Context: an optimization exercise on an open-source flow, tuned for small area, a short achievable clock period and few clock cycles. The choices shown serve that exercise and are no tape-out recipe. Only simulation tests tie the RTL to the original design; equivalence was not proved. Power and IR drop assume default switching activity.

==> wip/cedar: inputs <==
Design lcs_diff, start of the top module:
module lcs_diff #(
    parameter N  = 16,
    parameter TW = 8
) (
    input  wire              clk,
    input  wire              rst,
    input  wire              cmd_valid,
    output wire              cmd_ready,
    input  wire [4:0]        a_len,
    input  wire [4:0]        b_len,
    input  wire [N*TW-1:0]   a_toks,
    input  wire [N*TW-1:0]   b_toks,
    output wire              out_valid,
    input  wire              out_ready,
    output wire [1:0]        out_op,
    output wire [3:0]        out_idx,
    output wire [4:0]        out_len
);
clock: 11.0 ns
lec_check: 0
cap_margin: 30
core_margin: 2
core_utilization: 40
setup_slack_margin: 5
slew_margin: 40
run.sh (not shown) runs the stock make flow with config.mk's settings and CLKGATE_MAP_FILE= SYNTH_SCRIPT=/design/flow/synth_recipe.tcl, a recipe that flattens the netlist after the stock synthesis.
==> wip/quartz (differences from wip/cedar) <==
--- a/flow/design.v
+++ b/flow/design.v
@@ -17,19 +17,19 @@
     output wire [4:0]        out_len
 );
     localparam OP_REM  = 2'd0;
     localparam OP_ADD  = 2'd1;
     localparam OP_KEEP = 2'd2;
     localparam OP_END  = 2'd3;
     localparam E_IDLE = 3'd0;
-    localparam E_W1   = 3'd1;
     localparam E_DP   = 3'd2;
     localparam E_TB   = 3'd3;
     localparam E_EMB  = 3'd4;
     localparam E_DONE = 3'd5;
+    localparam E_POST = 3'd6;    
     localparam P_UP1  = 2'd0;
     localparam P_DOWN = 2'd1;
     localparam P_UP2  = 2'd2;
     integer q;
     function [15:0] smear_dn(input [15:0] x);
         reg [15:0] y;
         begin
@@ -83,21 +83,23 @@
     reg [2:0]    e_st_n;
     reg [4:0]    m_r, n_r;
     reg          o_r;            
     reg [2:0]    pm1;            
     reg [2:0]    ptr;            
     reg [1:0]    pst;
     reg [2:0]    ptr_d1, ptr_d2;
+    reg          u_first, u_last;    
     reg [TW-1:0] asel0, asel1;
     reg          av1;
     reg [15:0]   M0, M1;         
     reg [15:0]   V;
-    reg [15:0]   lifo [0:N-1];
+    reg [15:0]   vst [0:8];
     reg [15:0]   T, X, Y, ycol, GB;
     reg          fail;
+    reg [15:0]   PA_e, qthr;
     reg          w_busy;         
     reg          e_pend;         
     reg [4:0]    e_len;
     reg [15:0]   PAs, QBs;       
     reg [15:0]   Xr, sX;         
     reg [3:0]    xidx;           
     reg          hx, hx2;        
@@ -105,151 +107,161 @@
     reg [4:0]    a_rem, b_rem;
     reg [4:0]    w_L;
     reg          ov_r;
     reg [1:0]    op_r;
     reg [3:0]    idx_r;
     reg [4:0]    len_r;
     reg          crdy_r;
-    assign cmd_ready = crdy_r;
+    reg          is_post;
+    assign cmd_ready = crdy_r & ~(is_post & fail);
     assign out_valid = ov_r;
     assign out_op    = op_r;
     assign out_idx   = idx_r;
     assign out_len   = len_r;
-    wire handoff = cmd_valid & crdy_r;
-    wire       o_cur = (e_st == E_IDLE) ? a_len[0] : o_r;
-    wire [TW-1:0] sel0 = A[{ptr, 1'b0}];
-    wire [TW-1:0] sel1 = A[{ptr, 1'b1}];
-    wire [4:0] m_cur   = (e_st == E_IDLE) ? a_len : m_r;
-    wire [3:0] p_cur   = (m_cur + 5'd1) >> 1;
+    wire handoff = cmd_valid & cmd_ready;
+    wire       idle  = (e_st == E_IDLE);
+    wire       le2   = (a_len[4:2] == 3'd0) && (a_len[1:0] != 2'd3);    
+    wire       le4   = (a_len[4:3] == 2'd0) && (a_len[2:0] <= 3'd4);    
+    wire [2:0] pe    = idle ? {2'b00, ~le2} : ptr;
+    wire [TW-1:0] sel0 = idle ? (le2 ? A[0] : A[2]) : A[{ptr, 1'b0}];
+    wire [TW-1:0] sel1 = idle ? (le2 ? A[1] : A[3]) : A[{ptr, 1'b1}];
+    wire [3:0] p_cur   = (a_len + 5'd1) >> 1;
     wire [2:0] pm1_cur = p_cur[2:0] - 3'd1;
-    wire       one_pair = (e_st == E_IDLE) ? (a_len[4:2] == 3'd0 && a_len[1:0] != 2'd3)
-                                           : (ptr == pm1);
-    wire       sv1     = !(o_cur && one_pair);
+    wire       sv1     = idle ? !(a_len == 5'd1 || a_len == 5'd3) : !(o_r && ptr == pm1);
     reg  [2:0] ptr_n;
     reg  [1:0] pst_n;
     always @(*) begin
         ptr_n = ptr;
         pst_n = pst;
-        if (!cmd_valid || crdy_r) begin
+        if (!cmd_valid || cmd_ready) begin
             ptr_n = 3'd0;
             pst_n = P_UP1;
+        end else if (idle) begin
+            ptr_n = le2 ? 3'd0 : le4 ? 3'd1 : 3'd2;
+            pst_n = le4 ? P_DOWN : P_UP1;
         end else begin
             case (pst)
-            P_UP1:  if (one_pair) pst_n = P_DOWN; else ptr_n = ptr + 3'd1;
+            P_UP1:  if (ptr == pm1) pst_n = P_DOWN; else ptr_n = ptr + 3'd1;
             P_DOWN: if (ptr == 3'd0)    pst_n = P_UP2;  else ptr_n = ptr - 3'd1;
             default: if (ptr != 3'd7) ptr_n = ptr + 3'd1;
             endcase
         end
     end
     reg [15:0] cmp0, cmp1;
     always @(*) begin
         for (q = 0; q < N; q = q + 1) begin
-            cmp0[q] = (B[q] == asel0);
-            cmp1[q] = (B[q] == asel1) & av1;
+            cmp0[q] = idle ? (B[q] == A[0]) : (B[q] == asel0);
+            cmp1[q] = idle ? (B[q] == A[1]) & (a_len != 5'd1) : (B[q] == asel1) & av1;
         end
     end
     wire [15:0] V1 = dp_row(V,  M0);
     wire [15:0] V2 = dp_row(V1, M1);
-    wire [15:0] c1  = (M1 | lifo[0]) & T;
+    wire [15:0] Dr2 = ~vst[0] | {16{dum}};
+    wire [15:0] Dr1 = ~dp_row(vst[1], M0);
+    wire        dum = o_r && u_last;              
+    wire [15:0] c1  = (M1 | Dr2) & T;
     wire [15:0] S1  = smear_dn(c1);
     wire [15:0] H1  = S1 & ~(S1 >> 1);
     wire        d1  = |(H1 & M1);
-    wire [15:0] T1  = d1 ? (S1 >> 1) : S1;
     wire        f1  = d1 ? |(GB & ~S1) : |(M1 & ycol);
     wire [15:0] GB1 = d1 ? (M1 & (S1 >> 1)) : GB;
     wire [15:0] yc1 = d1 ? H1 : ycol;
-    wire [15:0] c2  = (M0 | lifo[1]) & T1;
-    wire [15:0] S2  = smear_dn(c2);
-    wire [15:0] H2  = S2 & ~(S2 >> 1);
-    wire        d2  = |(H2 & M0);
+    wire [15:0] ti2 = dum ? T : (S1 >> 1);
+    wire [15:0] c2  = (M0 | Dr1) & ti2;
+    wire [15:0] S2s = smear_dn(c2);
+    wire [15:0] H2s = S2s & ~(S2s >> 1);
+    wire        sc2 = d1 | dum;
+    wire [15:0] S2  = sc2 ? S2s : S1;
+    wire [15:0] H2  = sc2 ? H2s : H1;
+    wire        d2  = sc2 ? |(H2s & M0) : |(H1 & M0);
     wire [15:0] T2  = d2 ? (S2 >> 1) : S2;
     wire        f2  = d2 ? |(GB1 & ~S2) : |(M0 & yc1);
     wire [15:0] GB2 = d2 ? (M0 & (S2 >> 1)) : GB1;
     wire [15:0] yc2 = d2 ? H2 : yc1;
     wire [15:0] oh0 = 16'd1 << {ptr_d2, 1'b0};    
     wire [15:0] oh1 = 16'd1 << {ptr_d2, 1'b1};    
-    wire        dum = o_r && (ptr_d2 == pm1);     
-    wire        tb_last   = (ptr_d2 == 3'd0);
+    wire        tb_last   = u_first;
     wire        tb_fail_n = fail | f1 | f2;
     wire        tb_pass   = !tb_fail_n && (GB2 == 16'd0);
-    wire [15:0] yr   = Y & T;
+    wire [15:0] yr   = Y & qthr;
     wire [15:0] ey1  = lowest(yr);
     wire [15:0] ey1b = lowest(yr & ~ey1);
     wire        h1   = |(M0 & ey1);
-    wire [15:0] z1   = smear_up(M0 & T);
+    wire [15:0] z1   = smear_up(M0 & qthr);
     wire [15:0] l1   = z1 & ~(z1 << 1);
-    wire [15:0] qt1  = h1 ? (z1 << 1) : T;
+    wire [15:0] qt1  = h1 ? (z1 << 1) : qthr;
     wire [15:0] Y1   = h1 ? ((Y & ~ey1) | l1) : Y;
     wire [15:0] ey2  = h1 ? ey1b : ey1;
     wire        h2   = |(M1 & ey2);
     wire [15:0] z2   = smear_up(M1 & qt1);
     wire [15:0] l2   = z2 & ~(z2 << 1);
     wire [15:0] qt2  = h2 ? (z2 << 1) : qt1;
     wire [15:0] Y2   = h2 ? ((Y1 & ~ey2) | l2) : Y1;
-    wire        emb_end = (ptr_d2 == pm1) || ((Y2 & qt2) == 16'd0);
+    wire        emb_end = u_last || ((Y2 & qt2) == 16'd0);
     always @(*) begin
         e_st_n = e_st;
         case (e_st)
         E_IDLE: if (cmd_valid)
-                    e_st_n = (a_len == 5'd0 || b_len == 5'd0) ? E_DONE : E_W1;
-        E_W1:   e_st_n = E_DP;
-        E_DP:   if (ptr_d2 == pm1) e_st_n = E_TB;
-        E_TB:   if (tb_last) e_st_n = tb_pass ? E_DONE : E_EMB;
+                    e_st_n = (a_len == 5'd0 || b_len == 5'd0) ? E_DONE : E_DP;
+        E_DP:   if (u_last) e_st_n = E_TB;
+        E_TB:   if (tb_last) e_st_n = E_POST;
+        E_POST: if (fail) e_st_n = emb_end ? E_DONE : E_EMB;
+                else      e_st_n = handoff ? E_IDLE : E_DONE;
         E_EMB:  if (emb_end) e_st_n = E_DONE;
         E_DONE: if (handoff) e_st_n = E_IDLE;
         default: e_st_n = E_IDLE;
         endcase
         if (!cmd_valid) e_st_n = E_IDLE;
     end
     always @(posedge clk) begin
         asel0  <= sel0;
         asel1  <= sel1;
         av1    <= sv1;
         M0     <= cmp0;
         M1     <= cmp1;
-        ptr_d1 <= ptr;
-        ptr_d2 <= ptr_d1;
-        if (e_st == E_DP) begin
-            lifo[0] <= dum ? 16'hffff : ~V2;
-            lifo[1] <= ~V1;
-            for (q = 2; q < N; q = q + 1) lifo[q] <= lifo[q-2];
+        ptr_d1 <= pe;
+        ptr_d2 <= idle ? 3'd0 : ptr_d1;
+        u_first <= idle ? 1'b1 : (ptr_d1 == 3'd0);
+        u_last  <= idle ? le2  : (ptr_d1 == pm1);
+        if (idle || e_st == E_DP) begin
+            vst[0] <= idle ? 16'hffff : V2;
+            for (q = 1; q < 9; q = q + 1) vst[q] <= vst[q-1];
         end else begin
-            for (q = 0; q < N - 2; q = q + 1) lifo[q] <= lifo[q+2];
+            for (q = 0; q < 8; q = q + 1) vst[q] <= vst[q+1];
         end
         case (e_st)
         E_IDLE: begin
             m_r   <= a_len;
             n_r   <= b_len;
             o_r   <= a_len[0];
             pm1   <= pm1_cur;
             V     <= 16'hffff;
+            T     <= ~(16'hffff << b_len);
             X     <= 16'd0;
             Y     <= 16'd0;
             fail  <= 1'b0;
             GB    <= 16'd0;
             ycol  <= 16'd0;
-        end
-        E_W1: begin
-            T <= ~(16'hffff << n_r);
+            PA_e  <= 16'd0;
+            qthr  <= 16'hffff;
         end
         E_DP: begin
             V <= V2;
         end
         E_TB: begin
-            if (!tb_last) T <= T2;
+            T    <= T2;
             X    <= X | (d1 ? oh1 : 16'd0) | (d2 ? oh0 : 16'd0);
             Y    <= Y | (d1 ? H1 : 16'd0) | (d2 ? H2 : 16'd0);
             fail <= tb_last ? !tb_pass : tb_fail_n;
             GB   <= GB2;
-            ycol <= tb_last ? 16'd0 : yc2;
-            if (tb_last) T <= 16'hffff;
+            ycol <= yc2;
         end
-        E_EMB: begin
-            ycol <= ycol | (h1 ? oh0 : 16'd0) | (h2 ? oh1 : 16'd0);
-            T    <= qt2;
+        E_EMB, E_POST: if (e_st == E_EMB || fail) begin
+            PA_e <= PA_e | (h1 ? oh0 : 16'd0) | (h2 ? oh1 : 16'd0);
+            qthr <= qt2;
             Y    <= Y2;
         end
         default: ;
         endcase
     end
     wire        a_nz = (a_rem != 5'd0);
     wire        b_nz = (b_rem != 5'd0);
@@ -275,15 +287,15 @@
     wire [15:0] exl    = lowest(X);
     wire [15:0] ex2    = X & ~exl;
     wire load_out = !ov_r || out_ready;
     wire w_step   = load_out && !e_pend && w_busy;
     wire w_free_n = w_busy ? (w_step && (last || r_op == OP_END)) : !handoff;
     always @(posedge clk) begin
         if (crdy_r) begin
-            PAs   <= fail ? ycol : X;
+            PAs   <= fail ? PA_e : X;
             QBs   <= Y;
             Xr    <= X;
             sX    <= ex2;
             xidx  <= enc16(exl);
             hx    <= (X != 16'd0);
             hx2   <= (ex2 != 16'd0);
             w_i   <= 4'd0;
@@ -328,21 +340,23 @@
             e_st   <= E_IDLE;
             ptr    <= 3'd0;
             pst    <= P_UP1;
             w_busy <= 1'b0;
             e_pend <= 1'b0;
             ov_r   <= 1'b0;
             crdy_r <= 1'b0;
+            is_post <= 1'b0;
         end else begin
             e_st   <= e_st_n;
             ptr    <= ptr_n;
             pst    <= pst_n;
             w_busy <= !w_free_n;
             if (load_out) ov_r <= e_pend || w_busy;
             if (load_out && e_pend)
                 e_pend <= 1'b0;
             else if (w_step && last && r_op != OP_END)
                 e_pend <= 1'b1;
-            crdy_r <= (e_st_n == E_DONE) && w_free_n;
+            crdy_r <= (e_st_n == E_DONE || e_st_n == E_POST) && w_free_n;
+            is_post <= (e_st_n == E_POST);
         end
     end
 endmodule
==> flow/flow/run.sh (new file) <==
#!/bin/bash
set -euo pipefail
bash standard.sh SETUP_SLACK_MARGIN=7 'BUFFER_PORTS_ARGS=-buffer_cell sky130_fd_sc_hd__buf_1' finish > make_finish.log 2>&1
==> flow/standard.sh (new file) <==
#!/bin/bash
# synth_recipe.tcl (not shown) runs the flow's synth.tcl, then flattens the netlist and writes it again
# the make line also repeats each setting of config.mk as NAME=value (left out here)
make -C /OpenROAD-flow-scripts/flow DESIGN_CONFIG=/design/flow/config.mk WORK_HOME=/design/flow/orfs CLKGATE_MAP_FILE= SYNTH_SCRIPT=/design/flow/synth_recipe.tcl "${@:-finish}"
==> flow/config.mk (replaced) <==
export PLATFORM = sky130hd
export DESIGN_NAME = lcs_diff
export DESIGN_NICKNAME = lcs_diff
export VERILOG_FILES = /design/flow/design.v
export SDC_FILE = /design/flow/constraint.sdc
export NUM_CORES = 4
export LEC_CHECK = 0
export CAP_MARGIN = 30
export CORE_MARGIN = 2
export CORE_UTILIZATION = 40
export SLEW_MARGIN = 40
removed: flow/run.sh
==> qor summary <==
|  | wip/quartz | wip/cedar |
|---|---|---|
| Number of buffer and inverter instances along the worst setup path | 2 | 1 |
| Max FO, Critical Path | 45 | 26 |
| Non-clock buffering overhead in the final layout | 7.74% | 9.38% |
| Area of the multi-input gates | 18700 sq um | 16400 sq um |
| Register share of the cell area | 31.6% | 35.3% |
| Power Internal | 3.23 mW | 5.10 mW |
| Met3 GRT Util | 5.20% | 4.59% |
| Largest power group | sequential cells | combinational cells |
| Most common cell after layout, fill and taps aside | xor2_1 | nand2_1 |
| Headroom to the max-slew limit | 43.1% | 44.1% |
| Minimum setup slack after placement | 4.90 ns | 5.21 ns |
| Non-filler instance count after layout | 4686 | 4790 |
| Run status | timing/DRC/antenna clean | timing/DRC/antenna clean |
| Top_reg_cell synth | edfxtp_1 | dfxtp_1 |
| Compound-Gate Fraction of Synth Area | 19.9% | 17.6% |
Testbench counts of wip/cedar, summed over its fixed seeds: cycles 7,513.
Testbench counts of wip/quartz, summed over its fixed seeds: cycles 7,319.

## separate check: timing with driven ports
In the flow no input, the clock included, has a driving cell. The finished layouts below were timed again as built, in two steps. Step 1 (the two cells are an assumption about what drives the block):
set clk [get_ports {clk}]
set_driving_cell -lib_cell sky130_fd_sc_hd__clkbuf_16 $clk
set_driving_cell -lib_cell sky130_fd_sc_hd__buf_2 [delete_from_list [all_inputs] $clk]
Step 2 times the ports against the registers' clock, not the clock port: input delays grow and output delays shrink by t, the midpoint of the rising clock arrivals with the driver on. Slacks: no drivers / after step 1 / after step 2; pairs: no drivers / after step 1.
run | shift t [ns] | setup WS [ns] | worst setup path after step 2 | latest minus earliest clock arrival (ns) | worst slew at a driven data input, ns
wip/cedar | 0.678 | 5.293 / 5.293 / 5.293 | register to register | 0.044 / 0.044 | 0.09
wip/quartz | 0.663 | 6.340 / 6.340 / 6.340 | register to register | 0.025 / 0.025 | 0.10
After both steps every run listed still meets setup and hold.
